From an optimization exercise on the open Yosys and OpenROAD flow, aimed at small area, a short achievable clock period and few clock cycles; shortcuts taken in it are not production practice. At most, simulation tests tie the RTL to the original design; equivalence was not proved. No functional check of the RTL was part of runs 1, 3 and 4. Power figures rest on the tool's default switching activity, not on a simulated workload.

### flow/run.sh
#!/bin/bash
# synth_recipe.tcl (not shown) runs the flow's synth.tcl, then flattens the netlist and writes it again
# the make line also repeats each setting of config.mk as NAME=value (left out here)
make -C /OpenROAD-flow-scripts/flow DESIGN_CONFIG=/design/flow/config.mk WORK_HOME=/design/flow/orfs CLKGATE_MAP_FILE= SYNTH_SCRIPT=/design/flow/synth_recipe.tcl finish
### flow/config.mk
export PLATFORM = sky130hd
export DESIGN_NAME = udps_binstat
export DESIGN_NICKNAME = udps_binstat
export VERILOG_FILES = /design/flow/design.v
export SDC_FILE = /design/flow/constraint.sdc
export NUM_CORES = 4
export LEC_CHECK = 0
export ABC_AREA = 1
export CAP_MARGIN = 20
export CORE_MARGIN = 2
export CORE_UTILIZATION = 40
export PLACE_DENSITY = 0.6
export SETUP_SLACK_MARGIN = 3.5
export SLEW_MARGIN = 20
### flow/constraint.sdc
create_clock -name core_clock -period 8.0 [get_ports {clk}]
set_input_delay 1.6000 -clock core_clock [delete_from_list [all_inputs] [get_ports {clk}]]
set_output_delay 1.6000 -clock core_clock [all_outputs]
set_load 0.01 [all_outputs]
### flow/design.v
module udps_binstat (
    input  wire        clk,
    input  wire        rst,
    input  wire        s_valid,
    output wire        s_ready,
    input  wire [15:0] s_data,
    input  wire        s_last,
    output wire        r_valid,
    input  wire        r_ready,
    output reg  [63:0] r_min,
    output reg  [63:0] r_max,
    output wire [63:0] r_mean
);
    parameter R = 2;                      
    localparam K = 2 * R;                 
    localparam N = (54 + K - 1) / K;      
    localparam L = N * K;                 
    reg        acc_has;                   
    reg        acc_full;                  
    reg [15:0] mn, mx;
    reg [31:0] sum;
    reg [16:0] cnt;
    reg        busy;
    reg        rv;
    reg        nar;                       
    reg [16:0] rem;                       
    reg [L-1:0] y;                        
    reg [15:1] dv;                        
    reg [7:0]  d3;                        
    reg [3:0]  it;                        
    reg [1:0]  ph;                        
    reg [K-2:0] qs;                       
    reg [6:0]  eb;                        
    wire div_free = ~busy & (~rv | r_ready);
    wire load     = acc_full & div_free;
    assign s_ready = ~acc_full | div_free;
    assign r_valid = rv;
    wire s_fire = s_valid & s_ready;
    wire first  = ~acc_has;
    function [36:0] norm32(input [31:0] v);
        reg [31:0] x;
        reg [4:0]  z;
        begin
            x = v;
            z[4] = (x[31:16] == 16'd0); if (z[4]) x = x << 16;
            z[3] = (x[31:24] ==  8'd0); if (z[3]) x = x << 8;
            z[2] = (x[31:28] ==  4'd0); if (z[2]) x = x << 4;
            z[1] = (x[31:30] ==  2'd0); if (z[1]) x = x << 2;
            z[0] = ~x[31];              if (z[0]) x = x << 1;
            norm32 = {z, x};
        end
    endfunction
    function [21:0] norm17(input [16:0] v);
        reg [16:0] x;
        reg [4:0]  z;
        begin
            x = v;
            z[4] = (x[16:1]  == 16'd0); if (z[4]) x = x << 16;
            z[3] = (x[16:9]  ==  8'd0); if (z[3]) x = x << 8;
            z[2] = (x[16:13] ==  4'd0); if (z[2]) x = x << 4;
            z[1] = (x[16:15] ==  2'd0); if (z[1]) x = x << 2;
            z[0] = ~x[16];              if (z[0]) x = x << 1;
            norm17 = {z, x};
        end
    endfunction
    function [63:0] f64_of_u16(input [15:0] v);
        reg [15:0] x;
        reg [3:0]  z;
        begin
            x = v;
            z[3] = (x[15:8]  == 8'd0); if (z[3]) x = x << 8;
            z[2] = (x[15:12] == 4'd0); if (z[2]) x = x << 4;
            z[1] = (x[15:14] == 2'd0); if (z[1]) x = x << 2;
            z[0] = ~x[15];             if (z[0]) x = x << 1;
            if (!x[15])
                f64_of_u16 = 64'd0;
            else
                f64_of_u16 = {1'b0, 11'd1038 - {7'd0, z}, x[14:0], 37'd0};
        end
    endfunction
    function [16:0] sub16(input [15:0] a, input [15:0] b);
        reg [15:0] g, p, gg, pp, gn, pn;
        reg [16:0] c;
        integer i, d;
        begin
            g = a & ~b;
            p = ~(a ^ b);
            gg = g; pp = p;
            gg[0] = g[0] | p[0];
            for (d = 1; d < 16; d = d * 2) begin
                gn = gg; pn = pp;
                for (i = d; i < 16; i = i + 1) begin
                    gn[i] = gg[i] | (pp[i] & gg[i-d]);
                    pn[i] = pp[i] & pp[i-d];
                end
                gg = gn; pp = pn;
            end
            c = {gg, 1'b1};
            sub16 = {c[16], p ^ c[15:0]};
        end
    endfunction
    wire [36:0] ns   = norm32(sum);
    wire [21:0] nc   = norm17(cnt);
    wire [4:0]  zs   = ns[36:32];                       
    wire [4:0]  zc   = nc[21:17];                       
    wire [31:0] sn   = ns[31:0];
    wire [16:0] cn   = nc[16:0];
    wire        zero = ~sn[31];
    wire        fast = zero | (cn[15:0] == 16'd0);      
    wire        narw = (cn[10:1] == 10'd0);
    wire        yb  = y[L - 1 - ph];
    wire [16:0] tw  = sub16(rem[15:0], {1'b1, dv});
    wire        gw  = rem[16] | tw[16];
    wire [16:0] r_w = gw ? {tw[15:0], yb} : {rem[15:0], yb};
    wire        gend = nar | (ph == K - 1);
    wire [L-1:0] y_w = {y[L-K-1:0], qs, gw};
    function ge8(input [7:0] a, input [7:0] b);
        reg [7:0] gt, eq;
        reg gt10, eq10, gt32, eq32, gt54, eq54, gt76, eq76, gt30, eq30, gt74, eq74;
        begin
            gt = a & ~b;
            eq = ~(a ^ b);
            gt10 = gt[1] | eq[1] & gt[0];  eq10 = eq[1] & eq[0];
            gt32 = gt[3] | eq[3] & gt[2];  eq32 = eq[3] & eq[2];
            gt54 = gt[5] | eq[5] & gt[4];  eq54 = eq[5] & eq[4];
            gt76 = gt[7] | eq[7] & gt[6];  eq76 = eq[7] & eq[6];
            gt30 = gt32 | eq32 & gt10;     eq30 = eq32 & eq10;
            gt74 = gt76 | eq76 & gt54;     eq74 = eq76 & eq54;
            ge8  = gt74 | eq74 & (gt30 | eq30);
        end
    endfunction
    wire [5:0]  dn = {1'b1, dv[15:11]};
    reg [16:0]  r_n;
    reg [L-1:0] y_n;
    reg [7:0]   u, t1, t2, t3;
    reg         g1, g2, g3;
    reg [5:0]   sel;
    integer j;
    always @(*) begin
        r_n = rem;
        y_n = y;
        for (j = 0; j < R; j = j + 1) begin
            u   = r_n[16:9];
            g1  = ge8(u, {2'b00, dn});
            g2  = ge8(u, {1'b0, dn, 1'b0});
            g3  = ge8(u, d3);
            t1  = u - {2'b00, dn};
            t2  = u - {1'b0, dn, 1'b0};
            t3  = u - d3;
            sel = g3 ? t3[5:0] : g2 ? t2[5:0] : g1 ? t1[5:0] : u[5:0];
            r_n = {sel, r_n[8:0], y_n[L-1:L-2]};
            y_n = {y_n[L-3:0], g2, (g1 & ~g2) | g3};
        end
    end
    wire [L-1:0] y_s  = nar ? y_n : y_w;
    wire         q1   = y_s[K-1];
    wire [16:0]  rc   = q1 ? {1'b1, dv, 1'b0} : {2'b01, dv};
    wire         inj  = gend & (it == N - 1);
    wire [L+16:0] rcs = {{L{1'b0}}, rc} << (L - 54 + K);
    wire [L-1:0] y_d  = inj ? (y_s | rcs[L-1:0]) : y_s;
    wire         qh   = y[L-1];
    wire [51:0]  frac = qh ? y[L-2:L-53] : y[L-3:L-54];
    wire [6:0]   ex   = eb + {6'd0, qh};
    wire         zr   = ~(y[L-1] | y[L-2]);           
    wire [10:0]  bexp = zr ? 11'd0 : 11'd1023 + {{4{ex[6]}}, ex};
    assign r_mean = {1'b0, bexp, frac};
    always @(posedge clk) begin
        if (rst) begin
            acc_has  <= 1'b0;
            acc_full <= 1'b0;
            busy     <= 1'b0;
            rv       <= 1'b0;
        end else begin
            if (s_fire) begin
                acc_has  <= ~s_last;
                acc_full <= s_last;
            end else if (load) begin
                acc_full <= 1'b0;
            end
            if (load) begin
                busy <= ~fast;
                rv   <= fast;
            end else if (busy) begin
                if (gend && it == 4'd0) begin
                    busy <= 1'b0;
                    rv   <= 1'b1;
                end
            end else if (r_ready) begin
                rv <= 1'b0;
            end
        end
    end
    always @(posedge clk) begin
        if (s_fire) begin
            if (first || s_data < mn) mn <= s_data;
            if (first || s_data > mx) mx <= s_data;
            sum <= (first ? 32'd0 : sum) + {16'd0, s_data};
            cnt <= first ? 17'd1 : cnt + 17'd1;
        end
        if (busy) begin
            rem <= nar ? r_n : r_w;
            qs  <= {qs, gw};
            if (gend) begin
                y  <= y_d;
                it <= it - 4'd1;
                ph <= 2'd0;
            end else begin
                ph <= ph + 2'd1;
            end
        end else if (load) begin
            it  <= N - 1;
            ph  <= 2'd0;
            if (fast) begin
                rem <= 17'd0;
                y   <= {sn, {(L-32){1'b0}}};
            end else begin
                rem <= {1'b0, sn[31:16]};
                y   <= {sn[15:0], {(L-16){1'b0}}};
            end
        end
        if (load) begin
            r_min <= f64_of_u16(mn);
            r_max <= f64_of_u16(mx);
            eb    <= 7'd14 - {2'b00, zs} + {2'b00, zc};
            nar   <= narw;
            dv    <= cn[15:1];
            d3    <= {2'b00, cn[16:11]} + {1'b0, cn[16:11], 1'b0};
        end
    end
endmodule
==> results.txt, run 1 <==
- Status: complete, no violations
- Post-synthesis cell count: 2550
- HP Class: reg2reg
- Drt drc: 0
- Ys flop type: edfxtp_1
- Worst path max stage delay: 0.56 ns
- Pwr dens: 195 nW/um^2
- Final hold violation count: 0
- 1st-iter DRT viols: 1277
- Critical Path Start Type: flip-flop
- Setup CP Type: reg2out
- Starting density of the core: 0.405
- Crit-path slowest cell: clkdlybuf4s50_1
- Die area: 50300 sq um
- Ports: 215
- Sw Share: 0.342
- CTS H-tree depth: 1
- Comb pwr share: 0.323
- Initial antenna violation count: 0
- GRT Residual Overflow: 0
- Mapped Avg Cell Area: 7.60 sq um
- Aggregate global-route resource usage: 0.206
- Yosys cell types: 63
- Clk pwr share: 0.313
- Overall Power: 0.00440 W
- Synth Cell Area: 19400 sq um
- DR top layer: met4
- Total Neg Setup Slack: 0 ns
- Period minus WS final: 4.48 ns
- Diodes inserted: 0
- Finished Core Util: 0.471
- Routed vias: 17.1k
- Switch Pwr: 0.00151 W
- Worst-path clk slew: 0.06 ns
- Site row count: 80
- Worst path cell trace: buf_12 > ha_1 > ha_1 > nor2_1 > nor2_4 > nor2_1 > nand3_1 > a21oi_1 > clkdlybuf4s50_1
- Nets: 2829
- RSZ-0062 raised after global routing: yes
- Fraction of layout cells with a size suffix above 1: 0.0730
- WL met1: 24.2 mm
- Vias per cell: 5.16
- Relative slew slack: 0.404
- Cell leakage power: 10.2 nW
- Seq cells post-synth: 243
- First-pass GRT wire length: 84.2 mm
- Clock Skew: 0.0139 ns
- Least-Margin Pin Slew: 0.892 ns
- Register area share after synthesis: 0.374
- Placeable Area: 47800 sq um
- Arrival @ worst endpoint: 2.88 ns
- Clock buffer depth: 3
- Most frequent cells in the layout: nand2_1, inv_1, o21ai_0
- Commonest non-fill, non-tap cell in the layout: nand2_1
- CP required: 6.40 ns
- Pint: 0.00290 W
- Final RePlAce weighted congestion: 0.908
- Detail Placement HPWL: 40.0 mm
- CP Max Fanout: 14
- Max-cap viol count: 0
- Vias in the first global route: 16.3k
- Met2 WL: 25.7 mm
- Final setup viols: 0
- CTS Sinks: 243
- Port Buffers: 137
- Root buffer cell: clkbuf_16
- Worst Setup End Kind: output port
- Clock Latency Late Sink: 0.58 ns
- Pin count of the biggest net entering global routing: 70
- Ys Warns: 1
- WL met3: 2.53 mm
- Length of the first detailed-routing pass in iterations: 7
- Routed len/inst: 16.2 microns
- Peak VDD IR: 0.160 mV
- Final period utilization: 0.560
- Seq pwr share: 0.365
- Chip height: 224 microns
- Post-DRT Antenna Nets: 0
- Post-synth ARST share: 0
- Number of enable-type register cells in the synthesized netlist: 239
- Num CTS Buffers: 30
- Die width: 224 microns
- Pins Over Slew Limit: 0
- F_max: 223 MHz
- TritonCTS clock tree: done
- Synth-to-layout area growth: 16.1%
- Detailed Route WL: 53.7 mm
- Hold buffer count at cts: 0
[synthesized netlist by cell type, drive strengths merged, types with 25 or more instances]
master / count / area, sq um
a21oi: 172 / 865
buf: 114 / 837
clkbuf: 63 / 236
edfxtp: 239 / 7180
ha: 123 / 1540
inv: 349 / 1320
nand2: 613 / 2370
nand3: 142 / 733
nand4: 25 / 156
nor2: 179 / 712
o211ai: 32 / 240
o21ai: 310 / 1560
xnor2: 28 / 245
xor2: 51 / 447
[final timing paths]
| path | start | endpoint | slack, ns | depth (start not counted) |
|---|---|---|---|---|
| setup / recovery | y[55]$_DFFE_PP_ | r_mean[55] | 3.52 | 9 |
| hold / removal | qs[0]$_DFFE_PP_ | qs[1]$_DFFE_PP_ | 0.45 | 0 |
| setup reg to reg | dv[12]$_DFFE_PP_ | rem[13]$_DFFE_PP_ | 3.78 | 25 |
| hold reg to reg | qs[0]$_DFFE_PP_ | qs[1]$_DFFE_PP_ | 0.45 | 0 |
[cells by family (layout without fill, tap and decap cells)]
kind of cell,after synthesis,in the layout,synth area share
adder cells (fa/ha/maj),133,133,0.0897
AO/OA/AOI/OAI,556,556,0.154
other,1,77,0.000193
XOR/XNOR,79,79,0.0357
AND/OR/NAND/NOR,1005,1010,0.219
multiplexers,6,6,0.00316
buffers and inverters,527,594,0.123
flip-flops,243,243,0.374
[worst max-delay path, delay by kind of cell (launching register included)]
family	cells	cell delay [ns]
buffers and inverters	2	0.75
and+or+nand+nor	4	0.52
DFF	1	0.45
adders and majority gates	2	0.40
AOI/OAI and AO/OA	1	0.19
[through the flow]
| stage | hold slack [ns] | area, sq um | setup WS (ns) | std cells |
|---|---|---|---|---|
| final | 0.451 | 22500 | 3.52 | 3313 |
| after global routing | 0.457 | 22500 | 3.38 | 3313 |
| after CTS | 0.454 | 22100 | 3.50 | 3285 |
| after detailed placement | 0.437 | 20900 | 2.70 | 3222 |
| after global placement | 0.438 | 20900 | 2.87 | 3222 |
| after floorplan | 0.427 | 19700 | 3.78 | 2626 |
[area by class of cell]
class                      count  area [sq um]
clock buffer                  41           812
multi-input combinational   1861         10300
sequential                   243          7260
inverter                     350          1340
tap                          615           769
clock inverter                14           181
timing repair buffer         189          1840
fill                        4730         25300
[timing repair]
action,CTS,global route
gates resized for setup,37,57
endpoints found under the setup margin,71,77
pin swaps,2,10
gates cloned,4,4
setup buffers,4,24
[flip-flops by register name, indices dropped and copies added (netlist names)]
signal,flops
nar,1
dv,14
sum,32
acc_full,1
d3,8
acc_has,1
ph,2
rem,17
r_max,23
r_min,23
rv,1
qs,3
it,4
mn,16
y,56
mx,16
cnt,17
busy,1
eb,7
[power groups by stage]
| stage | registers (W) | logic [W] | clock network [W] |
|---|---|---|---|
| after global placement | 0.00163 | 0.00131 | 0 |
| after detailed placement | 0.00163 | 0.00132 | 0 |
| final | 0.00160 | 0.00142 | 0.00138 |
| after global routing | 0.00161 | 0.00160 | 0.00145 |
| after CTS | 0.00160 | 0.00135 | 0.00141 |
| after floorplan | 0.00161 | 0.000967 | 0 |
[metal layers]
layer	global-route usage	vias to the layer above
li1	-	8592
met1	0.280	7968
met2	0.349	446
met3	0.0232	82
met4	0.0560	0
met5	0	-
==> run 2: changes to the inputs <==
--- a/flow/design.v
+++ b/flow/design.v
@@ -198,5 +198,21 @@
             cnt <= first ? 17'd1 : cnt + 17'd1;
         end
-        if (busy) begin
+        if (load) begin
+            r_min <= f64_of_u16(mn);
+            r_max <= f64_of_u16(mx);
+            eb    <= 7'd14 - {2'b00, zs} + {2'b00, zc};
+            nar   <= narw;
+            dv    <= cn[15:1];
+            d3    <= {2'b00, cn[16:11]} + {1'b0, cn[16:11], 1'b0};
+            it    <= N - 1;
+            ph    <= 2'd0;
+            if (fast) begin
+                rem <= 17'd0;
+                y   <= {sn, {(L-32){1'b0}}};
+            end else begin
+                rem <= {1'b0, sn[31:16]};
+                y   <= {sn[15:0], {(L-16){1'b0}}};
+            end
+        end else if (busy) begin
             rem <= nar ? r_n : r_w;
             qs  <= {qs, gw};
@@ -208,22 +224,4 @@
                 ph <= ph + 2'd1;
             end
-        end else if (load) begin
-            it  <= N - 1;
-            ph  <= 2'd0;
-            if (fast) begin
-                rem <= 17'd0;
-                y   <= {sn, {(L-32){1'b0}}};
-            end else begin
-                rem <= {1'b0, sn[31:16]};
-                y   <= {sn[15:0], {(L-16){1'b0}}};
-            end
-        end
-        if (load) begin
-            r_min <= f64_of_u16(mn);
-            r_max <= f64_of_u16(mx);
-            eb    <= 7'd14 - {2'b00, zs} + {2'b00, zc};
-            nar   <= narw;
-            dv    <= cn[15:1];
-            d3    <= {2'b00, cn[16:11]} + {1'b0, cn[16:11], 1'b0};
         end
     end
==> run 2 against run 1 <==
  * Still clean
  * Routed wire length is 1.3% higher
  * Design area is 0.87% higher
  * Worst hold slack better by 0.013 ns
  * Critical endpoint is now r_mean[60]
==> results.txt, run 2 <==
- Status: complete, no violations
- CP required: 6.40 ns
- Mapped Avg Cell Area: 7.52 sq um
- GRT Residual Overflow: 0
- Seq cells post-synth: 243
- Post-synth ARST share: 0
- CTS Sinks: 243
- Largest register FFs: 56
- Pin count of the biggest net entering global routing: 87
- Chip height: 225 microns
- Peak VDD IR: 0.164 mV
- CP Max Fanout: 14
- Commonest non-fill, non-tap cell in the layout: nand2_1
- Number of enable-type register cells in the synthesized netlist: 233
- Top post-synthesis cells by area: edfxtp_1, nand2_1, ha_1, inv_1, o21ai_0
- Final hold violation count: 0
- Top-count cell post-synth: nand2_1
- Ys Warns: 1
- Ports: 215
- Ys flop type: edfxtp_1
- Aggregate global-route resource usage: 0.210
- Starting density of the core: 0.407
- Num CTS Buffers: 29
- Cell leakage power: 10.4 nW
- Detail Placement HPWL: 40.6 mm
- Synth cell count leaders: nand2_1, inv_1, o21ai_0, edfxtp_1, a21oi_1
- CTS H-tree depth: 1
- Post-synth top area share: 0.359
- Placeable Area: 47800 sq um
- Pre-CTS WS: 1.82 ns
- Post-DRT Antenna Nets: 0
- Max-cap viol count: 0
- First-pass GRT wire length: 85.4 mm
- Clock Skew: 0.0356 ns
- Final period utilization: 0.557
- Vias in the first global route: 15.9k
- Routed len/inst: 16.2 microns
- Fraction of layout cells with a size suffix above 1: 0.0814
- TritonCTS clock tree: done
- Post-synthesis cell count: 2587
- Register area share after synthesis: 0.370
- Worst Setup End Kind: output port
- Detailed Route WL: 54.4 mm
- Pwr dens: 198 nW/um^2
- Critical Path Start Type: flip-flop
- Initial antenna violation count: 0
- Die area: 50400 sq um
- Final RePlAce weighted congestion: 0.897
- Diodes inserted: 0
- Largest reg by FF count: y
- Total Neg Setup Slack: 0 ns
- Arrival @ worst endpoint: 2.86 ns
- Period minus WS final: 4.46 ns
- Clock buffer depth: 3
- Port Buffers: 137
- RSZ-0062 raised after global routing: yes
- Setup ws final: 3.54 ns
- Nets: 2871
- Length of the first detailed-routing pass in iterations: 6
- Drt drc: 0
- Setup CP Type: reg2out
- Site row count: 80
- Clock Latency Late Sink: 0.58 ns
- Yosys top cell by area: edfxtp_1
- F_max: 224 MHz
- Routed vias: 17.3k
- Largest regs: y x56, sum x32
- Overall Power: 0.00449 W
- Worst-path clk slew: 0.06 ns
- Root buffer cell: clkbuf_16
- Vias per cell: 5.14
- Synth Cell Area: 19500 sq um
- Die width: 225 microns
- Most frequent cells in the layout: nand2_1, inv_1, edfxtp_1
- Relative slew slack: 0.337
- 1st-iter DRT viols: 1321
- Least-Margin Pin Slew: 0.994 ns
- Synth-to-layout area growth: 16.7%
- HP Class: reg2reg
- Final setup viols: 0
- Pins Over Slew Limit: 0
- Yosys cell types: 59
-- run 2: changes by cell type in the layout (fill, tap and decap cells not counted), sizes merged, moves of 4 or more --
cell    before  now
a31oi        4    8
buf         49   60
dfxtp        4   10
edfxtp     239  233
inv        346  342
nand2      618  712
nand4       25   34
nor2       179  156
nor3        16    9
o21ai      310  270
or2         13    9
-- run 2: layout make-up --
| type | count | area, sq um |
|---|---|---|
| multi-input combinational | 1899 | 10600 |
| sequential | 243 | 7200 |
| clock inverter | 16 | 159 |
| inverter | 345 | 1330 |
| timing repair buffer | 200 | 1930 |
| fill | 4760 | 25100 |
| clock buffer | 38 | 779 |
| tap | 615 | 769 |
-- run 2: power by group --
part	switching [W]	internal [W]
Clock	0.000548	0.000780
Sequential	0.0000789	0.00154
Combinational	0.000967	0.000573
-- run 2: path summary, 6_finish.rpt --
path | from | end | slack (ns) | depth (start not counted)
worst min register to register | qs[1]$_DFFE_PP_ | qs[2]$_DFFE_PP_ | 0.46 | 0
worst min-delay path | qs[1]$_DFFE_PP_ | qs[2]$_DFFE_PP_ | 0.46 | 0
worst max-delay path | y[55]$_DFFE_PP_ | r_mean[60] | 3.54 | 11
worst max register to register | dv[12]$_DFFE_PP_ | rem[16]$_SDFFCE_PP0P_ | 3.77 | 21
-- run 2: kinds of logic after synthesis --
kind of cell    Yosys count  synth area share
other cells               1          0.000193
mux                       6           0.00321
fa+ha+maj               132            0.0887
flops                   243             0.370
buf+inv                 521             0.121
xor+xnor                 79            0.0355
simple gates           1085             0.236
compound gates          520             0.145
-- run 2: stage by stage --
stage | utilization | instances | hold WS [ns] | instance area [sq um]
after floorplan | - | 2663 | 0.421 | 19800
after CTS | 0.466 | 3325 | 0.458 | 22300
after global placement | 0.438 | 3257 | 0.432 | 21000
final | 0.475 | 3356 | 0.464 | 22700
after detailed placement | 0.438 | 3257 | 0.445 | 21000
after global routing | 0.475 | 3356 | 0.467 | 22700
-- run 2: what timing repair did --
action,CTS,global route
gates cloned,3,0
setup endpoints to repair,75,79
gates resized for setup,61,60
buffers inserted,11,31
hold buffers,0,0
pin swaps,9,10
-- run 2: worst max-delay path, cell delays in order (launching register included) --
cell           delay (ns)
edfxtp_1             0.43
buf_12               0.19
ha_2                 0.20
ha_4                 0.23
inv_1                0.08
ha_2                 0.21
inv_1                0.08
nor2_4               0.17
nand3_4              0.13
a21oi_2              0.18
buf_4                0.13
dlygate4sd2_1        0.25
-- run 2: metal layers --
| metal | track usage | up-vias | wire [microns] | share of wire |
|---|---|---|---|---|
| met5 | 0 | - | 0 | 0 |
| met4 | 0.0543 | 0 | 1260 | 0.023 |
| met3 | 0.0226 | 87 | 2640 | 0.049 |
| met2 | 0.333 | 451 | 24200 | 0.44 |
| met1 | 0.307 | 8038 | 26300 | 0.48 |
| li1 | - | 8688 | - | - |
Testbench counts of run 2, summed over its fixed seeds: cycles 21,538.
==> run 3: changes to the inputs <==
--- a/flow/design.v
+++ b/flow/design.v
@@ -161,7 +161,6 @@
     wire         qh   = y[L-1];
     wire [51:0]  frac = qh ? y[L-2:L-53] : y[L-3:L-54];
-    wire [6:0]   ex   = eb + {6'd0, qh};
     wire         zr   = ~(y[L-1] | y[L-2]);           
-    wire [10:0]  bexp = zr ? 11'd0 : 11'd1023 + {{4{ex[6]}}, ex};
+    wire [10:0]  bexp = zr ? 11'd0 : 11'd1023 + {{4{eb[6]}}, eb};
     assign r_mean = {1'b0, bexp, frac};
     always @(posedge clk) begin
@@ -198,13 +197,18 @@
             cnt <= first ? 17'd1 : cnt + 17'd1;
         end
-        if (load) begin
-            r_min <= f64_of_u16(mn);
-            r_max <= f64_of_u16(mx);
-            eb    <= 7'd14 - {2'b00, zs} + {2'b00, zc};
-            nar   <= narw;
-            dv    <= cn[15:1];
-            d3    <= {2'b00, cn[16:11]} + {1'b0, cn[16:11], 1'b0};
-            it    <= N - 1;
-            ph    <= 2'd0;
+        if (busy) begin
+            rem <= nar ? r_n : r_w;
+            qs  <= {qs, gw};
+            if (gend) begin
+                y  <= y_d;
+                if (inj) eb <= eb + {6'd0, q1};
+                it <= it - 4'd1;
+                ph <= 2'd0;
+            end else begin
+                ph <= ph + 2'd1;
+            end
+        end else if (load) begin
+            it  <= N - 1;
+            ph  <= 2'd0;
             if (fast) begin
                 rem <= 17'd0;
@@ -214,14 +218,12 @@
                 y   <= {sn[15:0], {(L-16){1'b0}}};
             end
-        end else if (busy) begin
-            rem <= nar ? r_n : r_w;
-            qs  <= {qs, gw};
-            if (gend) begin
-                y  <= y_d;
-                it <= it - 4'd1;
-                ph <= 2'd0;
-            end else begin
-                ph <= ph + 2'd1;
-            end
+        end
+        if (load) begin
+            r_min <= f64_of_u16(mn);
+            r_max <= f64_of_u16(mx);
+            eb    <= (fast ? 7'd15 : 7'd14) - {2'b00, zs} + {2'b00, zc};
+            nar   <= narw;
+            dv    <= cn[15:1];
+            d3    <= {2'b00, cn[16:11]} + {1'b0, cn[16:11], 1'b0};
         end
     end
==> run 3 against run 2 <==
  * Still clean on timing, DRC and antenna
  * Register-to-register slack worse by 0.74 ns
  * Total power is 3.4% lower
  * Synthesized area is 0.71% higher
  * Sequential share of layout area is 0.38 points lower
  * Via count is 0.41% higher
  * Global-route usage is 0.063 points higher
  * Clock-buffer cell count is 2 higher
  * Critical path type is now reg2reg
  * Largest cell class unchanged
==> results.txt, run 3 <==
- Number of enable-type register cells in the synthesized netlist: 239
- Reg2reg path depth: 31
- Dpl cells: 3248
- Root buffer cell: clkbuf_16
- Final hold violation count: 0
- Nets: 2888
- Diodes inserted: 0
- Final setup viols: 0
- 1st-iter DRT viols: 1379
- CP required: 8.29 ns
- Worst Setup End Kind: flip-flop
- Ys Warns: 1
- Yosys top cell by area: edfxtp_1
- Hold endpoint: qs[2]$_DFFE_PP_
- Clock Skew: 0.0294 ns
- Clock Latency Late Sink: 0.58 ns
- Yosys cell types: 62
- Starting density of the core: 0.403
- Placeable Area: 48600 sq um
- Relative slew slack: 0.281
- CTS Sinks: 243
- Post-synth top area share: 0.366
- Critical Path Start Type: flip-flop
- Num CTS Buffers: 29
- Pre-CTS WS: 1.84 ns
- Setup CP Type: reg2reg
- Pin count of the biggest net entering global routing: 108
- Reg2Reg Setup Slack: 3.03 ns
- Met2 WL: 25.9 mm
- Vias in the first global route: 16.2k
- Routed len/inst: 16.2 microns
- Synth Cell Area: 19600 sq um
- Seq cells post-synth: 243
- Cell leakage power: 10.4 nW
- Worst r2r src: sum[29]$_DFFE_PP_
- Reg2reg end: eb[5]$_DFFE_PP_
- Initial antenna violation count: 0
- Hold_sp: qs[1]$_DFFE_PP_
- HP Class: reg2reg
- Largest register FFs: 56
- Synth-to-layout area growth: 18.3%
- First-pass GRT wire length: 85.9 mm
- Top post-synthesis cells by area: edfxtp_1, nand2_1, ha_1, inv_1, o21ai_0
- Worst path max stage delay: 0.43 ns
- F_max: 201 MHz
- CP Max Fanout: 29
- WL met3: 2.46 mm
- Final RePlAce weighted congestion: 0.908
- Commonest non-fill, non-tap cell in the layout: nand2_1
- Vias per cell: 5.14
- Site row count: 81
- Max-cap viol count: 0
- Die area: 50800 sq um
- Chip height: 225 microns
- Ys flop type: edfxtp_1
- Status: complete, no violations
- Detail Placement HPWL: 41.4 mm
- Setup ws final: 3.03 ns
- Post-synthesis cell count: 2567
- Largest regs: y x56, sum x32
- Least-Margin Pin Slew: 1.07 ns
- Peak VDD IR: 0.185 mV
- Mapped Avg Cell Area: 7.64 sq um
- CP dominant cell by count: nand3_1
- Pwr dens: 187 nW/um^2
- GRT Residual Overflow: 0
- Final period utilization: 0.621
- Die width: 225 microns
- WL met1: 24.6 mm
- Final non-filler cell total: 3374
- Ports: 215
- Total Neg Setup Slack: 0 ns
- Clock buffer depth: 3
- Post-synth ARST share: 0
- TritonCTS clock tree: done
- Top-count cell post-synth: nand2_1
- Fraction of layout cells with a size suffix above 1: 0.103
- Length of the first detailed-routing pass in iterations: 6
- Arrival @ worst endpoint: 5.26 ns
- Post-DRT Antenna Nets: 0
- Overall Power: 0.00433 W
- CTS H-tree depth: 1
- Crit-path slowest cell: edfxtp_1
- Routed vias: 17.3k
- Period minus WS final: 4.97 ns
- Largest reg by FF count: y
- Detailed Route WL: 54.5 mm
- Worst-path clk slew: 0.06 ns
- Synth cell count leaders: nand2_1, inv_1, edfxtp_1, o21ai_0, nand3_1
- Port Buffers: 137
- RSZ-0062 raised after global routing: yes
- Drt drc: 0
- Pins Over Slew Limit: 0
- Aggregate global-route resource usage: 0.211
- Most frequent cells in the layout: nand2_1, inv_1, edfxtp_1
- Register area share after synthesis: 0.370
- DR top layer: met4
- WHS Path Cells: 0
[run 3: changes by cell type in the layout (fill, tap and decap cells not counted), sizes merged, moves of 10 or more]
cell    delta
nor2      +20
o211ai    -10
o22ai     +14
nand3     +23
nand4     -12
buf       +31
nand2     -64
a21oi     -15
nor3      +15
[run 3: per-stage QoR]
step	util	instance area (sq um)	hold slack [ns]
5_1_grt	0.477	23200	0.491
3_5_place_dp	0.436	21200	0.448
6_report	0.477	23200	0.470
3_3_place_gp	0.436	21200	0.433
4_1_cts	0.469	22800	0.462
2_1_floorplan	-	20000	0.427
[run 3: power breakdown]
part,total (W),switching [W],internal (W),leakage [nW]
logic,0.00149,0.000922,0.000565,7.72
registers,0.00159,0.0000640,0.00153,2.31
clock network,0.00126,0.000526,0.000729,0.415
total,0.00433,0.00151,0.00282,10.4
[run 3: worst max-delay path: cells and delay by family (launching register included)]
family,cells,cell delay [ns]
flip-flops,1,0.43
AO/OA/AOI/OAI,5,1.03
XOR/XNOR,1,0.14
buffers and inverters,4,0.43
adder cells (fa/ha/maj),3,0.65
AND/OR/NAND/NOR,18,1.95
[run 3: repair_timing]
item	4_1_cts	5_1_grt
pin swaps	47	42
resized for setup	82	54
endpoints found under the hold margin	0	0
setup buffers	55	19
cloned	2	1
hold buffers	0	0
setup endpoints to repair	58	23
[run 3: worst max path at each step]
stage / slack, ns / cells past startpoint / end / startpoint
2_1_floorplan: 3.06 / 40 / eb[5]$_DFFE_PP_ / cnt[9]$_SDFFCE_PN0P_
3_3_place_gp: 2.02 / 34 / eb[5]$_DFFE_PP_ / sum[18]$_DFFE_PP_
3_5_place_dp: 1.84 / 34 / eb[5]$_DFFE_PP_ / sum[18]$_DFFE_PP_
4_1_cts: 3.09 / 36 / eb[5]$_DFFE_PP_ / cnt[11]$_SDFFCE_PN0P_
5_1_grt: 2.68 / 37 / eb[5]$_DFFE_PP_ / cnt[10]$_SDFFCE_PN0P_
6_report: 3.03 / 31 / eb[5]$_DFFE_PP_ / sum[29]$_DFFE_PP_
[run 3: area by class of cell]
type                       instances  area [sq um]
clock buffer                      40           767
clock inverter                     9           109
fill                            4816         25500
inverter                         346          1370
multi-input combinational       1884         10700
sequential                       243          7260
tap                              622           778
timing repair buffer             230          2170
[run 3: routing by layer]
layer  vias up  track usage
li1       8742            -
met1      8065        0.286
met5         -            0
met3        90       0.0243
met4         0       0.0699
met2       437        0.351
[run 3: cells by family after synthesis]
group	after synthesis	synth area share
AND/OR/NAND/NOR	1063	0.232
AO/OA/AOI/OAI	529	0.151
buffers and inverters	518	0.121
flip-flops	243	0.370
adder cells (fa/ha/maj)	133	0.0887
XOR/XNOR	74	0.0331
multiplexers	6	0.00306
other	1	0.000191
==> run 4: changes to the inputs <==
--- a/flow/config.mk
+++ b/flow/config.mk
@@ -11,4 +11,4 @@
 export CORE_UTILIZATION = 40
 export PLACE_DENSITY = 0.6
-export SETUP_SLACK_MARGIN = 3.5
+export SETUP_SLACK_MARGIN = 3.75
 export SLEW_MARGIN = 20
==> run 4 against run 3 <==
  * Register-to-register slack better by 0.03 ns
  * Sequential power hardly changed
  * Clock skew is 0.011 ns lower
  * Largest cell class unchanged
==> results.txt, run 4 <==
- Placeable Area: 48600 sq um
- Synth Cell Area: 19600 sq um
- Worst r2r src: cnt[9]$_SDFFCE_PN0P_
- Number of enable-type register cells in the synthesized netlist: 239
- Register area share after synthesis: 0.370
- Largest register FFs: 56
- Initial antenna violation count: 0
- Detailed Route WL: 55.0 mm
- Worst path max stage delay: 0.43 ns
- Pwr dens: 192 nW/um^2
- Starting density of the core: 0.403
- Clock Skew: 0.0180 ns
- Final hold violation count: 0
- Largest reg by FF count: y
- Yosys top cell by area: edfxtp_1
- Total Neg Setup Slack: 0 ns
- Least-Margin Pin Slew: 0.965 ns
- Post-DRT Antenna Nets: 0
- Vias per cell: 5.14
- Pin count of the biggest net entering global routing: 107
- Final setup viols: 0
- Synth cell count leaders: nand2_1, inv_1, edfxtp_1, o21ai_0, nand3_1
- HP Class: reg2reg
- Length of the first detailed-routing pass in iterations: 6
- Period minus WS final: 4.94 ns
- Reg2reg end: eb[5]$_DFFE_PP_
- Reg2reg path depth: 38
- Diodes inserted: 0
- Post-synthesis cell count: 2567
- First-pass GRT wire length: 86.2 mm
- Largest regs: y x56, sum x32
- Dpl cells: 3248
- CTS Sinks: 243
- Final RePlAce weighted congestion: 0.914
- CTS H-tree depth: 1
- Finished Core Util: 0.486
- Crit-path slowest cell: edfxtp_1
- Critical Path Start Type: flip-flop
- Routed len/inst: 16.2 microns
- Routed vias: 17.5k
- Final period utilization: 0.617
- Commonest non-fill, non-tap cell in the layout: nand2_1
- CP dominant cell by count: nand2_2
- Vias in the first global route: 16.4k
- Status: complete, no violations
- Reg2Reg Setup Slack: 3.06 ns
- Detail Placement HPWL: 40.8 mm
- Post-synth top area share: 0.366
- Final Instance Area: 23600 sq um
- Seq cells post-synth: 243
- Cell leakage power: 10.7 nW
- Most frequent cells in the layout: nand2_1, inv_1, edfxtp_1
- Post-Place Cell Area: 21200 sq um
- Post-synth ARST share: 0
- Chip height: 225 microns
- Peak VDD IR: 0.180 mV
- Die width: 225 microns
- Clock Latency Late Sink: 0.58 ns
- Num CTS Buffers: 31
- RSZ-0062 raised after global routing: yes
- Aggregate global-route resource usage: 0.210
- Final non-filler cell total: 3402
- CP Max Fanout: 8
- Drt drc: 0
- Pins Over Slew Limit: 0
- Fraction of layout cells with a size suffix above 1: 0.126
- TritonCTS clock tree: done
- Arrival @ worst endpoint: 5.23 ns
- Port Buffers: 137
- Worst-path clk slew: 0.06 ns
- Worst Setup End Kind: flip-flop
- Nets: 2911
- WHS Path Cells: 0
- Relative slew slack: 0.357
- F_max: 203 MHz
- Yosys cell types: 62
- Die area: 50800 sq um
- Site row count: 81
- 1st-iter DRT viols: 1247
- Setup CP Type: reg2reg
- CP required: 8.30 ns
- Synth-to-layout area growth: 20.6%
- GRT Residual Overflow: 0
- Max-cap viol count: 0
- Hold_sp: qs[0]$_DFFE_PP_
- Ports: 215
- Hold endpoint: qs[1]$_DFFE_PP_
- Ys flop type: edfxtp_1
- Ys Warns: 1
- Mapped Avg Cell Area: 7.64 sq um
- Root buffer cell: clkbuf_16
- Top-count cell post-synth: nand2_1
- Top post-synthesis cells by area: edfxtp_1, nand2_1, ha_1, inv_1, o21ai_0
- Clock buffer depth: 3
run 4: cell counts after synthesis:
No cell type changed its count.
run 4: metrics by stage:
step                      worst slack (ns)  hold WS [ns]  total power (W)
after floorplan                       3.06         0.427          0.00259
after global placement                2.00         0.444          0.00293
after detailed placement              1.87         0.445          0.00295
after CTS                             3.01         0.461          0.00447
after global routing                  2.70         0.479          0.00481
final                                 3.06         0.461          0.00454
run 4: worst max-delay path by stage:
stage,from,to,slack [ns],cells past startpoint
2_1_floorplan,cnt[9]$_SDFFCE_PN0P_,eb[5]$_DFFE_PP_,3.06,40
3_3_place_gp,sum[18]$_DFFE_PP_,eb[5]$_DFFE_PP_,2.00,34
3_5_place_dp,sum[18]$_DFFE_PP_,eb[5]$_DFFE_PP_,1.87,34
4_1_cts,cnt[9]$_SDFFCE_PN0P_,eb[5]$_DFFE_PP_,3.01,37
6_report,cnt[9]$_SDFFCE_PN0P_,eb[5]$_DFFE_PP_,3.06,38
5_1_grt,cnt[9]$_SDFFCE_PN0P_,eb[5]$_DFFE_PP_,2.70,36
run 4: area by class of cell:
class,count,area [sq um]
fill,4733,25000
sequential,243,7260
timing repair buffer,250,2300
clock inverter,16,200
tap,622,778
multi-input combinational,1885,10900
clock buffer,40,850
inverter,346,1370
run 4: worst max-delay path: cells and delay by family (launching register included):
kind                     cells  cell delay, ns
AND/OR/NAND/NOR             24            2.30
adder cells (fa/ha/maj)      4            0.78
flip-flops                   1            0.43
buffers and inverters        6            0.57
XOR/XNOR                     1            0.16
AO/OA/AOI/OAI                3            0.41
run 4: layer usage:
layer / part of all wire / routed length [microns] / global-route usage
met1: 0.45 / 24700 / 0.288
met2: 0.48 / 26500 / 0.354
met3: 0.046 / 2510 / 0.0233
met4: 0.025 / 1360 / 0.0521
met5: 0 / 0 / 0
run 4: timing repair:
action | in CTS | in global routing
gates cloned | 1 | 3
gates resized for setup | 88 | 93
setup buffers | 49 | 45
hold endpoints to repair | 0 | 0
pin swaps | 42 | 57
hold buffers | 0 | 0
setup endpoints to repair | 79 | 51
run 4: power by group:
group | total [W] | internal (W) | switching, W
clock network | 0.00144 | 0.000875 | 0.000561
logic | 0.00151 | 0.000583 | 0.000930
registers | 0.00159 | 0.00153 | 0.0000651
run 4: kinds of logic after synthesis:
group | after synthesis | share of synthesized area
AOI/OAI and AO/OA | 529 | 0.151
buffers and inverters | 518 | 0.121
xor gates and xnor gates | 74 | 0.0331
and+or+nand+nor | 1063 | 0.232
muxes | 6 | 0.00306
DFF | 243 | 0.370
other | 1 | 0.000191
adders and majority gates | 133 | 0.0887
==> run 5: changes to the inputs <==
--- a/flow/design.v
+++ b/flow/design.v
@@ -20,5 +20,6 @@
     reg [15:0] mn, mx;
     reg [31:0] sum;
-    reg [16:0] cnt;
+    reg [16:0] cn;                        
+    reg [4:0]  zc;                        
     reg        busy;
     reg        rv;
@@ -37,4 +38,10 @@
     assign r_valid = rv;
     wire s_fire = s_valid & s_ready;
+    reg [16:0] lowmask;
+    integer m;
+    always @(*)
+        for (m = 0; m < 17; m = m + 1)
+            lowmask[m] = (m < zc);
+    wire [17:0] cn_inc = {1'b0, cn | lowmask} + 18'd1;
     wire first  = ~acc_has;
     function [36:0] norm32(input [31:0] v);
@@ -49,17 +56,4 @@
             z[0] = ~x[31];              if (z[0]) x = x << 1;
             norm32 = {z, x};
-        end
-    endfunction
-    function [21:0] norm17(input [16:0] v);
-        reg [16:0] x;
-        reg [4:0]  z;
-        begin
-            x = v;
-            z[4] = (x[16:1]  == 16'd0); if (z[4]) x = x << 16;
-            z[3] = (x[16:9]  ==  8'd0); if (z[3]) x = x << 8;
-            z[2] = (x[16:13] ==  4'd0); if (z[2]) x = x << 4;
-            z[1] = (x[16:15] ==  2'd0); if (z[1]) x = x << 2;
-            z[0] = ~x[16];              if (z[0]) x = x << 1;
-            norm17 = {z, x};
         end
     endfunction
@@ -101,10 +95,7 @@
     endfunction
     wire [36:0] ns   = norm32(sum);
-    wire [21:0] nc   = norm17(cnt);
     wire [4:0]  zs   = ns[36:32];                       
-    wire [4:0]  zc   = nc[21:17];                       
     wire [31:0] sn   = ns[31:0];
-    wire [16:0] cn   = nc[16:0];
-    wire        zero = ~sn[31];
+    wire        zero = (sum == 32'd0);
     wire        fast = zero | (cn[15:0] == 16'd0);      
     wire        narw = (cn[10:1] == 10'd0);
@@ -195,5 +186,8 @@
             if (first || s_data > mx) mx <= s_data;
             sum <= (first ? 32'd0 : sum) + {16'd0, s_data};
-            cnt <= first ? 17'd1 : cnt + 17'd1;
+            if (first || cn_inc[17]) cn <= 17'h10000;
+            else                     cn <= cn_inc[16:0];
+            if (first)               zc <= 5'd16;
+            else if (cn_inc[17])     zc <= zc - 5'd1;
         end
         if (busy) begin
--- a/flow/config.mk
+++ b/flow/config.mk
@@ -11,4 +11,4 @@
 export CORE_UTILIZATION = 40
 export PLACE_DENSITY = 0.6
-export SETUP_SLACK_MARGIN = 3.75
+export SETUP_SLACK_MARGIN = 3.5
 export SLEW_MARGIN = 20
==> run 5 against run 4 <==
  * Sequential share of layout area rose by 2.3 points
  * Worst setup slack improved by 0.49 ns
  * Non-clock buffer count shrank 42
  * Critical endpoint is now s_ready
==> results.txt, run 5 <==
- Status: complete, no violations
- Pin count of the biggest net entering global routing: 89
- Least-Margin Pin Slew: 1.03 ns
- Worst Setup End Kind: output port
- Register area: 7410 sq um
- Final setup viols: 0
- Largest regs: y x56, sum x32
- Synth-to-layout area growth: 16.8%
- Pwr dens: 186 nW/um^2
- Reg2reg path depth: 30
- Vias per cell: 5.18
- Detail Placement HPWL: 40.4 mm
- Crit-path slowest cell: clkdlybuf4s50_1
- Clock Latency Late Sink: 0.57 ns
- Setup CP Type: in2out
- Largest register FFs: 56
- Reg2reg end: eb[5]$_DFFE_PP_
- Routed vias: 17.1k
- TritonCTS clock tree: done
- Fraction of layout cells with a size suffix above 1: 0.0769
- Chip height: 223 microns
- Pins Over Slew Limit: 0
- Worst path max stage delay: 0.54 ns
- CP Max Fanout: 2
- Root buffer cell: clkbuf_16
- Total Neg Setup Slack: 0 ns
- GRT Residual Overflow: 0
- Starting density of the core: 0.404
- Post-synth ARST share: 0
- Diodes inserted: 0
- Hold_sp: cn[8]$_SDFFCE_PN0P_
- Reg2Reg Setup Slack: 3.68 ns
- WP buf/inv: 4
- Max-cap viol count: 0
- Ys Warns: 1
- Initial antenna violation count: 0
- Die area: 49800 sq um
- Yosys cell types: 56
- Post-synth top area share: 0.381
- Mapped Avg Cell Area: 7.70 sq um
- Synth Cell Area: 19200 sq um
- Synth cell count leaders: nand2_1, inv_1, edfxtp_1, o21ai_0, nand3_1
- Length of the first detailed-routing pass in iterations: 6
- Yosys top cell by area: edfxtp_1
- Worst path cell trace: clkdlybuf4s15_2 > inv_8 > a21oi_2 > nor2_2 > inv_1 > clkdlybuf4s50_1
- Worst-path clk slew: 0.05 ns
- Most frequent cells in the layout: nand2_1, inv_1, edfxtp_1
- CTS Sinks: 248
- Ports: 215
- Die width: 223 microns
- Dpl cells: 3184
- Drt drc: 0
- Seq cells post-synth: 248
- Nets: 2813
- Critical Path Start Type: input port
- Number of enable-type register cells in the synthesized netlist: 244
- Vias in the first global route: 16.0k
- Final Instance Area: 22400 sq um
- Final hold violation count: 0
- Peak VDD IR: 0.169 mV
- HP Class: reg2reg
- Register area share after synthesis: 0.385
- 1st-iter DRT viols: 1490
- Top delay family on crit path: buffers and inverters
- Area of the multi-input gates: 10100 sq um
- Final RePlAce weighted congestion: 0.928
- Top-count cell post-synth: nand2_1
- Post-Place Cell Area: 20800 sq um
- Final non-filler cell total: 3293
- Relative slew slack: 0.314
- Final period utilization: 0.555
- Period minus WS final: 4.44 ns
- Num CTS Buffers: 29
- CTS H-tree depth: 1
- Commonest non-fill, non-tap cell in the layout: nand2_1
- WHS Path Cells: 0
- Arrival @ worst endpoint: 2.84 ns
- Routed len/inst: 16.2 microns
- Port Buffers: 137
- Top post-synthesis cells by area: edfxtp_1, nand2_1, ha_1, inv_1, o21ai_0
- Clock Skew: 0.0189 ns
- Worst r2r src: sum[20]$_DFFE_PP_
- Ys flop type: edfxtp_1
- Post-synthesis cell count: 2498
- Clock buffer depth: 3
- Placeable Area: 47500 sq um
- Aggregate global-route resource usage: 0.208
- Detailed Route WL: 53.4 mm
- CP required: 6.40 ns
- RSZ-0062 raised after global routing: yes
- Site row count: 80
- Largest reg by FF count: y
- Cell leakage power: 10.2 nW
- First-pass GRT wire length: 83.9 mm
- F_max: 225 MHz
- # fillers: 4672
- Hold endpoint: dv[8]$_DFFE_PP_
- Post-DRT Antenna Nets: 0
run 5: cell types whose count changed in the layout (fill, tap and decap cells not counted), moves of 8 or more:
cell	before	now
ha_4	9	1
nor2_1	146	164
nand3_1	159	183
o21ai_0	203	179
buf_4	101	66
ha_1	110	123
nor2_4	16	8
nand2_1	610	625
xor2_1	48	57
nor2_2	13	5
o21ai_1	51	28
o22ai_2	9	0
nand2_2	25	15
nand4_1	22	14
run 5: logic make-up (layout without fill, tap and decap cells):
kind of cell | after synthesis | count (layout) | share of synthesized area
flip-flops | 248 | 248 | 0.385
XOR/XNOR | 82 | 82 | 0.0374
AND/OR/NAND/NOR | 1077 | 1079 | 0.234
AO/OA/AOI/OAI | 455 | 455 | 0.132
adder cells (fa/ha/maj) | 136 | 136 | 0.0924
other | 1 | 77 | 0.000195
multiplexers | 4 | 4 | 0.00208
buffers and inverters | 495 | 597 | 0.116
run 5: per-layer routing:
metal,share of wire,up-vias,global-route usage
li1,-,8486,-
met1,0.45,7993,0.286
met2,0.48,498,0.354
met3,0.051,80,0.0215
met4,0.021,0,0.0459
met5,0,-,0
run 5: area by class of cell:
class | instances | share of cell area
clock buffers | 38 | 0.0338
clock inverters | 15 | 0.00803
inverters | 335 | 0.0569
multi-input cells | 1833 | 0.449
flip-flops and latches | 248 | 0.330
well taps | 615 | 0.0343
repair buffers | 208 | 0.0874
repair inverters | 1 | 0.000334
run 5: per-stage QoR:
stage | total power (W) | setup slack [ns] | hold WS, ns | util
global placement | 0.00278 | 2.91 | 0.435 | 0.438
finish | 0.00418 | 3.56 | 0.451 | 0.472
detailed placement | 0.00280 | 2.73 | 0.439 | 0.438
global route | 0.00442 | 3.32 | 0.469 | 0.472
floorplan | 0.00247 | 3.37 | 0.426 | -
CTS | 0.00415 | 3.35 | 0.453 | 0.460
run 5: repair_timing:
item | in CTS | in global routing
endpoints found under the setup margin | 19 | 28
hold buffers | 0 | 0
cloned | 2 | 2
hold endpoints to repair | 0 | 0
pin swaps | 1 | 12
gates resized for setup | 16 | 50
buffers inserted | 2 | 50
run 5: how the worst max path moves through the flow:
stage               slack [ns]              start  depth (start not counted)                   to
CTS                       3.35  sum[28]$_DFFE_PP_                         28      eb[5]$_DFFE_PP_
finish                    3.56            r_ready                          6              s_ready
detailed placement        2.73          s_data[1]                         14    sum[30]$_DFFE_PP_
global placement          2.91  sum[16]$_DFFE_PP_                         26      eb[5]$_DFFE_PP_
floorplan                 3.37            r_ready                          6  it[0]$_SDFFCE_PN1P_
global route              3.32  sum[20]$_DFFE_PP_                         31      eb[5]$_DFFE_PP_
run 5: report_power, final:
part | leakage [nW] | switching (W) | total (W) | internal, W
clock | 0.454 | 0.000541 | 0.00134 | 0.000794
sequential | 2.34 | 0.0000681 | 0.00162 | 0.00155
combinational | 7.36 | 0.000772 | 0.00123 | 0.000455
Testbench counts of run 5, summed over its fixed seeds: cycles 21,538.
==> run 6: changes to the inputs <==
--- a/flow/config.mk
+++ b/flow/config.mk
@@ -11,4 +11,4 @@
 export CORE_UTILIZATION = 40
 export PLACE_DENSITY = 0.6
-export SETUP_SLACK_MARGIN = 3.5
+export SETUP_SLACK_MARGIN = 4.0
 export SLEW_MARGIN = 20
==> run 6 against run 5 <==
  * Register-to-register slack better by 0.16 ns
  * Combinational power is 11% higher
  * Total power is 3.1% higher
  * Critical endpoint is now eb[5]$_DFFE_PP_
  * Worst hold slack worse by 0.0010 ns
  * Clock-buffer cell count is 6 lower
  * Critical path type is now reg2reg
  * Non-clock buffer count is 49 higher
  * Design area is 4.5% higher
  * Sequential power hardly changed
  * Core utilization is 2.1 points higher
  * Via count is 1.9% higher
==> results.txt, run 6 <==
- Status: complete, no violations
- Cell leakage power: 10.5 nW
- Mux share of post-synthesis cell area: 0.00208
- Period minus WS final: 4.16 ns
- F_max: 241 MHz
- Mapped Avg Cell Area: 7.70 sq um
- Post-synthesis adder-cell area fraction: 0.0924
- First-pass GRT wire length: 84.6 mm
- Length of the first detailed-routing pass in iterations: 6
- Vias in the first global route: 16.3k
- Synth-to-layout area growth: 22.0%
- 1st-iter DRT viols: 1527
- Root buffer cell: clkbuf_16
- Pwr dens: 184 nW/um^2
- Placeable Area: 47500 sq um
- Detail Placement HPWL: 40.3 mm
- Ports: 215
- GRT Residual Overflow: 0
- Nets: 2865
- Clock Latency Late Sink: 0.56 ns
- Number of enable-type register cells in the synthesized netlist: 244
- Largest register FFs: 56
- Main combinational cell family by area after synthesis: simple AND/OR/NAND/NOR gates
- Max-cap viol count: 0
- Pre-CTS WS: 2.77 ns
- Synth Cell Area: 19200 sq um
- Critical Path Start Type: flip-flop
- Vias per cell: 5.20
- Arrival @ worst endpoint: 4.48 ns
- Worst path max stage delay: 0.40 ns
- Fraction of layout cells with a size suffix above 1: 0.131
- Post-Place Cell Area: 20800 sq um
- Setup ws final: 3.84 ns
- Port Buffers: 137
- Routed vias: 17.4k
- HP Class: reg2reg
- Register area share after synthesis: 0.385
- Yosys top cell by area: edfxtp_1
- Diodes inserted: 0
- Worst Setup End Kind: flip-flop
- Num CTS Buffers: 29
- Clock buffer depth: 3
- Final Instance Area: 23500 sq um
- CTS Sinks: 248
- Drt drc: 0
- Chip height: 223 microns
- Hold buffer count at cts: 0
- Site row count: 80
- Post-synthesis cell count: 2498
- Aggregate global-route resource usage: 0.211
- Dpl cells: 3183
- Compound-gate portion of the synthesized area: 0.132
- Post-DRT Antenna Nets: 0
- Pins Over Slew Limit: 0
- Post-synth ARST share: 0
- Final setup viols: 0
- Die area: 49800 sq um
- Die width: 223 microns
- Most frequent cells in the layout: nand2_1, inv_1, edfxtp_1
- Peak VDD IR: 0.161 mV
- Total Neg Setup Slack: 0 ns
- Starting density of the core: 0.404
- Yosys cell types: 56
- Final RePlAce weighted congestion: 0.944
- Least-Margin Pin Slew: 1.02 ns
- Final period utilization: 0.520
- Initial antenna violation count: 0
- Ys flop type: edfxtp_1
- Synth cell count leaders: nand2_1, inv_1, edfxtp_1, o21ai_0, nand3_1
- CP Max Fanout: 5
- Largest reg by FF count: y
- Seq cells post-synth: 248
- Top-count cell post-synth: nand2_1
- TritonCTS clock tree: done
- Final non-filler cell total: 3344
- Worst-path clk slew: 0.06 ns
- # fillers: 4606
- Hold Slack: 0.450 ns
- CTS H-tree depth: 1
- Final hold violation count: 0
- Clock Skew: 0.0195 ns
- Pin count of the biggest net entering global routing: 70
- CP dominant cell by count: nand2_2
- Setup CP Type: reg2reg
- Crit-path slowest cell: edfxtp_1
- Largest regs: y x56, sum x32
- Relative slew slack: 0.319
- Detailed Route WL: 55.4 mm
- RSZ-0062 raised after global routing: yes
- Simple-gate share of the synthesized area: 0.234
- Ys Warns: 1
- CP required: 8.32 ns
- Routed len/inst: 16.6 microns
- Top post-synthesis cells by area: edfxtp_1, nand2_1, ha_1, inv_1, o21ai_0
- Commonest non-fill, non-tap cell in the layout: nand2_1
- Post-synth top area share: 0.381
- XOR/XNOR share of the synthesized area: 0.0374
-- run 6: cell types whose count changed in the layout (fill, tap and decap cells not counted), moves of 8 or more --
cell / before / now
o21ai_0: 179 / 169
nand3_1: 183 / 173
nand3_2: 2 / 12
buf_4: 66 / 109
nand2_2: 15 / 38
ha_4: 1 / 21
clkdlybuf4s50_1: 135 / 126
nand2_1: 625 / 598
nor2_1: 164 / 154
ha_1: 123 / 102
inv_1: 317 / 306
a21oi_1: 148 / 140
-- run 6: what timing repair did --
item / CTS / global route
resized for setup: 78 / 132
gates cloned: 6 / 1
endpoints found under the setup margin: 158 / 76
setup buffers: 52 / 50
pin swaps: 21 / 60
-- run 6: layer usage --
layer / wire length, microns / share of wire / vias to the layer above / global-route usage
li1: - / - / 8594 / -
met1: 24100 / 0.44 / 8108 / 0.281
met2: 26600 / 0.48 / 558 / 0.355
met3: 2950 / 0.053 / 117 / 0.0282
met4: 1740 / 0.031 / 0 / 0.0693
met5: 0 / 0 / - / 0
-- run 6: through the flow --
step | power, W | util
after floorplan | 0.00247 | -
after global placement | 0.00278 | 0.438
after detailed placement | 0.00280 | 0.438
after CTS | 0.00421 | 0.473
after global routing | 0.00454 | 0.493
final | 0.00431 | 0.493
-- run 6: layout make-up --
type | instances | area (sq um) | area share
inverters | 335 | 1290 | 0.0551
multi-input cells | 1836 | 10700 | 0.455
clock buffers | 32 | 737 | 0.0314
flip-flops and latches | 248 | 7410 | 0.316
repair buffers | 257 | 2370 | 0.101
clock inverters | 20 | 203 | 0.00864
well taps | 615 | 769 | 0.0328
repair inverters | 1 | 5.00 | 0.000213
-- run 6: power by group --
group | internal [W] | switching, W | total, W
Sequential | 0.00155 | 0.0000667 | 0.00161
Combinational | 0.000532 | 0.000835 | 0.00137
Clock | 0.000788 | 0.000540 | 0.00133
-- run 6: final timing paths --
kind / slack (ns) / cells after the start / startpoint / end
worst max-delay path: 3.84 / 29 / sum[20]$_DFFE_PP_ / eb[5]$_DFFE_PP_
worst min-delay path: 0.45 / 0 / cn[8]$_SDFFCE_PN0P_ / dv[8]$_DFFE_PP_
worst max register to register: 3.84 / 29 / sum[20]$_DFFE_PP_ / eb[5]$_DFFE_PP_
worst min register to register: 0.45 / 0 / cn[8]$_SDFFCE_PN0P_ / dv[8]$_DFFE_PP_
-- run 6: cell families (layout without fill, tap and decap cells) --
| kind of cell | after synthesis | in the layout |
|---|---|---|
| muxes | 4 | 4 |
| adders and majority gates | 136 | 136 |
| AOI/OAI and AO/OA | 455 | 455 |
| other | 1 | 77 |
| DFF | 248 | 248 |
| xor gates and xnor gates | 82 | 82 |
| and+or+nand+nor | 1077 | 1082 |
| buffers and inverters | 495 | 645 |
-- run 6: critical path: cells and delay by family, from the launching register on --
| family | cells | cell delay [ns] |
|---|---|---|
| AND/OR/NAND/NOR | 17 | 1.69 |
| AO/OA/AOI/OAI | 4 | 0.70 |
| adder cells (fa/ha/maj) | 3 | 0.58 |
| flip-flops | 1 | 0.40 |
| buffers and inverters | 4 | 0.35 |
| XOR/XNOR | 1 | 0.17 |
==> run 7: changes to the inputs <==
--- a/flow/config.mk
+++ b/flow/config.mk
@@ -10,5 +10,6 @@
 export CORE_MARGIN = 2
 export CORE_UTILIZATION = 40
+export CTS_BUF_LIST = sky130_fd_sc_hd__clkbuf_8
 export PLACE_DENSITY = 0.6
-export SETUP_SLACK_MARGIN = 4.0
+export SETUP_SLACK_MARGIN = 3.75
 export SLEW_MARGIN = 20
==> run 7 against run 6 <==
  * Flip-flop and latch count did not move
  * Sequential share of layout area rose by 0.78 points
  * Still clean
  * Via count rose by 0.39%
  * Total power fell by 1.5%
  * Design area fell by 2.4%
  * First-iteration DRC count fell by 12%
==> results.txt, run 7 <==
- Status: complete, no violations
- WP buf/inv: 4
- Top delay family on crit path: buffers and inverters
- Ys flop type: edfxtp_1
- TritonCTS clock tree: done
- CP required: 6.40 ns
- Yosys top cell by area: edfxtp_1
- 1st-iter DRT viols: 1337
- Root buffer cell: clkbuf_8
- Post-DRT Antenna Nets: 0
- Vias per cell: 5.22
- Final RePlAce weighted congestion: 0.947
- Final period utilization: 0.535
- Synth Cell Area: 19200 sq um
- Hold Slack: 0.423 ns
- Post-synthesis adder-cell area fraction: 0.0924
- Length of the first detailed-routing pass in iterations: 6
- Post-synth top area share: 0.381
- Worst path max stage delay: 0.31 ns
- Site row count: 80
- RSZ-0062 raised after global routing: yes
- XOR/XNOR share of the synthesized area: 0.0374
- Least-Margin Pin Slew: 1.00 ns
- Pins Over Slew Limit: 0
- Compound-gate portion of the synthesized area: 0.132
- Synth-to-layout area growth: 19.1%
- Worst Setup End Kind: output port
- CP Max Fanout: 2
- Most frequent cells in the layout: nand2_1, inv_1, edfxtp_1
- Die width: 223 microns
- Final setup viols: 0
- Cell leakage power: 10.4 nW
- Register area share after synthesis: 0.385
- Crit-path slowest cell: dlygate4sd2_1
- Worst r2r src: sum[26]$_DFFE_PP_
- Placeable Area: 47500 sq um
- Num CTS Buffers: 46
- Post-synthesis cell count: 2498
- Arrival @ worst endpoint: 2.68 ns
- Drt drc: 0
- Setup CP Type: in2out
- HP Class: reg2reg
- Crit path launch: r_ready
- Pwr dens: 185 nW/um^2
- GRT Residual Overflow: 0
- Synth cell count leaders: nand2_1, inv_1, edfxtp_1, o21ai_0, nand3_1
- Main combinational cell family by area after synthesis: simple AND/OR/NAND/NOR gates
- Hold_sp: cn[8]$_SDFFCE_PN0P_
- Ports: 215
- Fraction of layout cells with a size suffix above 1: 0.103
- Pin count of the biggest net entering global routing: 69
- Period minus WS final: 4.28 ns
- Routed vias: 17.4k
- Top-count cell post-synth: nand2_1
- CP Capture Point: s_ready
- Post-synth ARST share: 0
- Clock buffer depth: 3
- Routed len/inst: 16.2 microns
- Max-cap viol count: 0
- Chip height: 223 microns
- Commonest non-fill, non-tap cell in the layout: nand2_1
- Die area: 49800 sq um
- Worst path cell trace: clkdlybuf4s15_2 > inv_8 > a21oi_2 > nor2_1 > inv_1 > dlygate4sd2_1
- Diodes inserted: 0
- Detail Placement HPWL: 40.3 mm
- Ys Warns: 1
- Port Buffers: 137
- Reg2Reg Setup Slack: 3.79 ns
- Clock Skew: 0.0467 ns
- Simple-gate share of the synthesized area: 0.234
- Reg2reg path depth: 31
- Mux share of post-synthesis cell area: 0.00208
- First-pass GRT wire length: 84.6 mm
- Mapped Avg Cell Area: 7.70 sq um
- Reg2reg end: eb[5]$_DFFE_PP_
- Final hold violation count: 0
- Vias in the first global route: 16.3k
- Relative slew slack: 0.331
- Worst-path clk slew: 0.05 ns
- Number of enable-type register cells in the synthesized netlist: 244
- Seq cells post-synth: 248
- CTS Sinks: 248
- Top post-synthesis cells by area: edfxtp_1, nand2_1, ha_1, inv_1, o21ai_0
- Total Neg Setup Slack: 0 ns
- Critical Path Start Type: input port
- Detailed Route WL: 54.1 mm
- Clock Latency Late Sink: 0.62 ns
- Largest regs: y x56, sum x32
- Hold buffer count at cts: 0
- F_max: 234 MHz
- Largest reg by FF count: y
- Initial antenna violation count: 0
- Largest register FFs: 56
- CTS H-tree depth: 2
- Peak VDD IR: 0.153 mV
- Yosys cell types: 56
- Aggregate global-route resource usage: 0.211
- CP Depth: 6
- Nets: 2848
- Starting density of the core: 0.404
-- run 7: power by group --
| group | internal, W | leakage (nW) | switching, W |
|---|---|---|---|
| registers | 0.00155 | 2.34 | 0.0000692 |
| clock network | 0.000798 | 0.529 | 0.000567 |
| logic | 0.000475 | 7.52 | 0.000786 |
| total | 0.00282 | 10.4 | 0.00142 |
-- run 7: layout make-up --
class	instances	area (sq um)
fillers	4628	24700
multi-input cells	1837	10300
flip-flops and latches	248	7410
repair buffers	222	2090
inverters	335	1280
well taps	615	769
clock buffers	46	633
clock inverters	37	367
repair inverters	1	7.51
-- run 7: logic make-up (layout without fill, tap and decap cells) --
kind of cell / count (synthesis) / in the layout
AOI/OAI and AO/OA: 455 / 455
xor gates and xnor gates: 82 / 82
adders and majority gates: 136 / 136
buffers and inverters: 495 / 641
DFF: 248 / 248
muxes: 4 / 4
other: 1 / 77
and+or+nand+nor: 1077 / 1083
-- run 7: how the worst min path moves through the flow --
stage	end	depth (start not counted)	slack (ns)
after floorplan	dv[10]$_DFFE_PP_	0	0.43
after global placement	dv[1]$_DFFE_PP_	0	0.44
after detailed placement	dv[10]$_DFFE_PP_	0	0.44
after CTS	dv[8]$_DFFE_PP_	0	0.43
after global routing	dv[8]$_DFFE_PP_	0	0.44
final	dv[8]$_DFFE_PP_	0	0.42
-- run 7: per-layer routing --
layer  up-vias  GRT usage  part of all wire
li1       8602          -                 -
met1      8143      0.279              0.43
met2       592      0.352              0.47
met3       107     0.0367             0.064
met4         0     0.0658             0.029
met5         -          0                 0
-- run 7: worst register-to-register path: cells and delay by family (launching register included) --
family	cells	cell delay [ns]
fa+ha+maj	3	0.67
compound gates	3	0.46
xor+xnor	1	0.16
flops	1	0.42
simple gates	19	1.80
buf+inv	5	0.47
-- run 7: timing repair --
action                                  CTS  global route
gates resized for setup                  33            90
pin swaps                                 8            49
hold endpoints to repair                  0             0
endpoints found under the setup margin   67            48
setup buffers                            16            52
cloned                                    6             2
-- run 7: through the flow --
| step | std cells | total power [W] | setup WS [ns] | utilization | cell area (sq um) |
|---|---|---|---|---|---|
| final | 3341 | 0.00424 | 3.72 | 0.481 | 22900 |
| after global routing | 3341 | 0.00449 | 3.49 | 0.481 | 22900 |
| after CTS | 3287 | 0.00421 | 3.57 | 0.465 | 22100 |
| after detailed placement | 3182 | 0.00280 | 2.74 | 0.438 | 20800 |
| after global placement | 3182 | 0.00278 | 2.92 | 0.438 | 20800 |
| after floorplan | 2574 | 0.00247 | 3.37 | - | 19500 |

==> afterwards: timing with drivers on the ports <==
Ports are ideal in the flow. The routed layouts listed here were re-timed in OpenROAD. Step 1 (the two cells are an assumption about what drives the block):
set clk [get_ports {clk}]
set_driving_cell -lib_cell sky130_fd_sc_hd__clkbuf_16 $clk
set_driving_cell -lib_cell sky130_fd_sc_hd__buf_2 [delete_from_list [all_inputs] $clk]
Step 2 also shifts input and output timing later by t, the mid clock arrival at the registers, as if the neighbouring blocks saw the same clock. Slacks: ideal / step 1 / step 2; pairs: ideal / step 1.
| run | shift t [ns] | slack for setup (ns) | latest minus earliest clock arrival (ns) |
|---|---|---|---|
| run 1 | 0.629 | 3.521 / 3.464 / 3.180 | 0.014 / 0.015 |
| run 2 | 0.619 | 3.542 / 3.491 / 3.243 | 0.036 / 0.037 |
| run 3 | 0.615 | 3.030 / 3.030 / 3.030 | 0.032 / 0.032 |
| run 4 | 0.621 | 3.064 / 3.064 / 3.064 | 0.019 / 0.018 |
| run 5 | 0.613 | 3.557 / 3.531 / 3.142 | 0.021 / 0.021 |
| run 6 | 0.610 | 3.842 / 3.842 / 3.592 | 0.020 / 0.020 |
| run 7 | 0.649 | 3.721 / 3.698 / 3.392 | 0.047 / 0.047 |
After both steps setup and hold are still met in every run listed. For run 5, which loses most, drivers alone change the setup slack by -0.026 ns; drivers and shift together by -0.415 ns.
